From an optimization exercise on the open Yosys and OpenROAD flow, aimed at small area; shortcuts taken in it are not production practice. Function was checked by simulation only, so behaviour that the tests miss may differ from the original. The clock port is modelled as an ideal driver; clocking choices that lean on that would not hold on a real chip.

Setup of ember:
==> flow/design.v (excerpt) <==
module sps_bus_reader (
    input  wire        clk,
    input  wire        rst,
    input  wire        start,
    input  wire        init,
    output wire        busy,
    output wire        done,
    output wire        rd_req,
    output wire [15:0] rd_ptr,
    output wire [6:0]  rd_len,
    input  wire        rx_valid,
    input  wire [7:0]  rx_byte,
    input  wire        rx_end,
    output wire [3:0]  last_result,
    output reg         rec_valid,
    output wire [2:0]  health,
    output reg  [31:0] bad_cnt,
    output reg  [31:0] good_cnt,
    input  wire [3:0]  rec_sel,
    output wire [31:0] rec_data
);
    reg  [2:0]  state;
    wire        st_d = state[2];
    wire        st_r = state[1];
    wire        st_x = state[0];
    reg  [1:0]  ph;         
    reg  [4:0]  grp;        
    reg         ovf;        
    reg         mism;       
    reg  [7:0]  sh [0:39];  
    reg  [31:0] record [0:9];
    reg  [1:0]  link;
    reg         bad_ge4;    
    reg         lr3, lr2, lr1;
    integer i;
    wire idle   = ~st_r & ~st_x;
    wire req    = st_r & ~st_x;
    wire commit = st_r & st_x;
    assign busy   = ~idle;
    assign done   = st_d & idle;
    assign rd_req = req;
    assign rd_ptr = 16'h0202;
    assign rd_len = {1'b0, st_d, st_d, st_d, st_d, ~st_d, ~st_d};
    assign last_result = {lr3, lr2, lr1, lr2};
    assign health      = {link, link[0]};
    wire       at20   = grp[4] & grp[2];            
    wire       ph0    = ~ph[1] & ~ph[0];
    wire       len60  = ~ovf & ph0 & at20;
    wire       rdy_ok = ~mism & ~ovf & ph0 & (grp == 5'd1) &
                        (sh[1] == 8'h00) & (sh[0] == 8'h01);
    wire       ok     = st_d & len60 & ~mism;
    wire [7:0]  crc_chk;
    wire [38:0] cx;
    sps_xor2 X0 (.a(sh[1][6]), .b(rx_byte[0]), .y(cx[0]));
    sps_xor2 X1 (.a(sh[0][2]), .b(cx[0]), .y(cx[1]));
    sps_xor2 X2 (.a(rx_byte[4]), .b(cx[1]), .y(cx[2]));
    sps_xor2 X3 (.a(sh[0][1]), .b(cx[2]), .y(cx[3]));
    sps_xor2 X4 (.a(sh[0][6]), .b(rx_byte[7]), .y(cx[4]));
    sps_xor2 X5 (.a(rx_byte[3]), .b(cx[4]), .y(cx[5]));
    sps_xor2 X6 (.a(sh[1][4]), .b(sh[1][7]), .y(cx[6]));
    sps_xor2 X7 (.a(rx_byte[5]), .b(rx_byte[6]), .y(cx[7]));
    sps_xor2 X8 (.a(sh[1][5]), .b(cx[5]), .y(cx[8]));
    sps_xor2 X9 (.a(sh[1][0]), .b(cx[7]), .y(cx[9]));
  ...
==> flow/config.mk <==
export PLATFORM = sky130hd
export DESIGN_NAME = sps_bus_reader
export DESIGN_NICKNAME = sps_bus_reader
export VERILOG_FILES = /design/flow/design.v
export SDC_FILE = /design/flow/constraint.sdc
export NUM_CORES = 4
export LEC_CHECK = 0
export CAP_MARGIN = 20
export CORE_MARGIN = 2
export CORE_UTILIZATION = 40
export SLEW_MARGIN = 20
export SYNTH_HIERARCHICAL = 1
==> flow/constraint.sdc <==
create_clock -name core_clock -period 10.0 [get_ports {clk}]
set_input_delay 2.0000 -clock core_clock [delete_from_list [all_inputs] [get_ports {clk}]]
set_output_delay 2.0000 -clock core_clock [all_outputs]
set_load 0.01 [all_outputs]
standard.sh (not shown) runs the stock make flow with config.mk's settings and CLKGATE_MAP_FILE= SYNTH_SCRIPT=/design/flow/synth_recipe.tcl, a recipe that flattens the netlist after the stock synthesis.
==> flow/flow/run.sh <==
#!/bin/bash
# Standard ORFS layout, with two changes: the port buffers are buf_1 cells,
# and the clock tree uses larger sink clusters and no dummy loads.
set -euo pipefail
export BUFFER_PORTS_ARGS="-buffer_cell sky130_fd_sc_hd__buf_1"
export CTS_ARGS="-sink_clustering_enable -repair_clock_nets -sink_clustering_size 30 -sink_clustering_max_diameter 100 -dont_use_dummy_load"
bash standard.sh > standard_make.log 2>&1
ember: PASS, flow complete, no timing, DRC or antenna violations
For maple, these inputs were changed with respect to ember:
Settings: CORE_UTILIZATION changed from 40 to 60.
==> flow/flow/run.sh <==
#!/bin/bash
# Standard ORFS layout, with two changes: the port buffers are buf_1 cells,
# and the clock tree uses larger sink clusters and no dummy loads.
set -euo pipefail
export BUFFER_PORTS_ARGS="-buffer_cell sky130_fd_sc_hd__buf_1"
export CTS_ARGS="-sink_clustering_enable -repair_clock_nets -sink_clustering_size 32 -sink_clustering_max_diameter 100 -dont_use_dummy_load"
bash standard.sh > standard_make.log 2>&1
### Flow results
[compare] base=ember new=maple: global-route usage rose 6.7 points; routed wire length on met3 shows a reduction of 6.5%.
| first-iteration DRC count | maple vs ember | better |
Taking ember over maple, the placed instance count ratio works out to 1.13.

-- separate check: timing with driven ports --
The flow's constraints put no driver on any port. The routed layouts listed below were extracted and timed again, unchanged, in two steps. Step 1, drivers: a clkbuf_16 drives clk and a buf_2 each remaining input, both assumed. Step 2 times the ports against the registers' clock, not the clock port: input delays grow and output delays shrink by t, the midpoint of the rising clock arrivals with the driver on. a / b / c = ideal / step 1 / step 2; a / b = the first two.
run | shift t [ns] | slack for setup (ns) | hold slack, ns | worst setup path after step 2 | cell pins on the clock port's net
ember | 0.639 | 4.093 / 4.040 / 4.040 | 0.426 / 0.426 / 0.426 | input to output | 1
maple | 0.625 | 3.720 / 3.695 / 3.695 | 0.417 / 0.417 / 0.417 | input to output | 1
After both steps every run listed still meets setup and hold. The setup slack of ember, which loses most, moves by -0.053 ns with the drivers and by -0.053 ns with both steps.
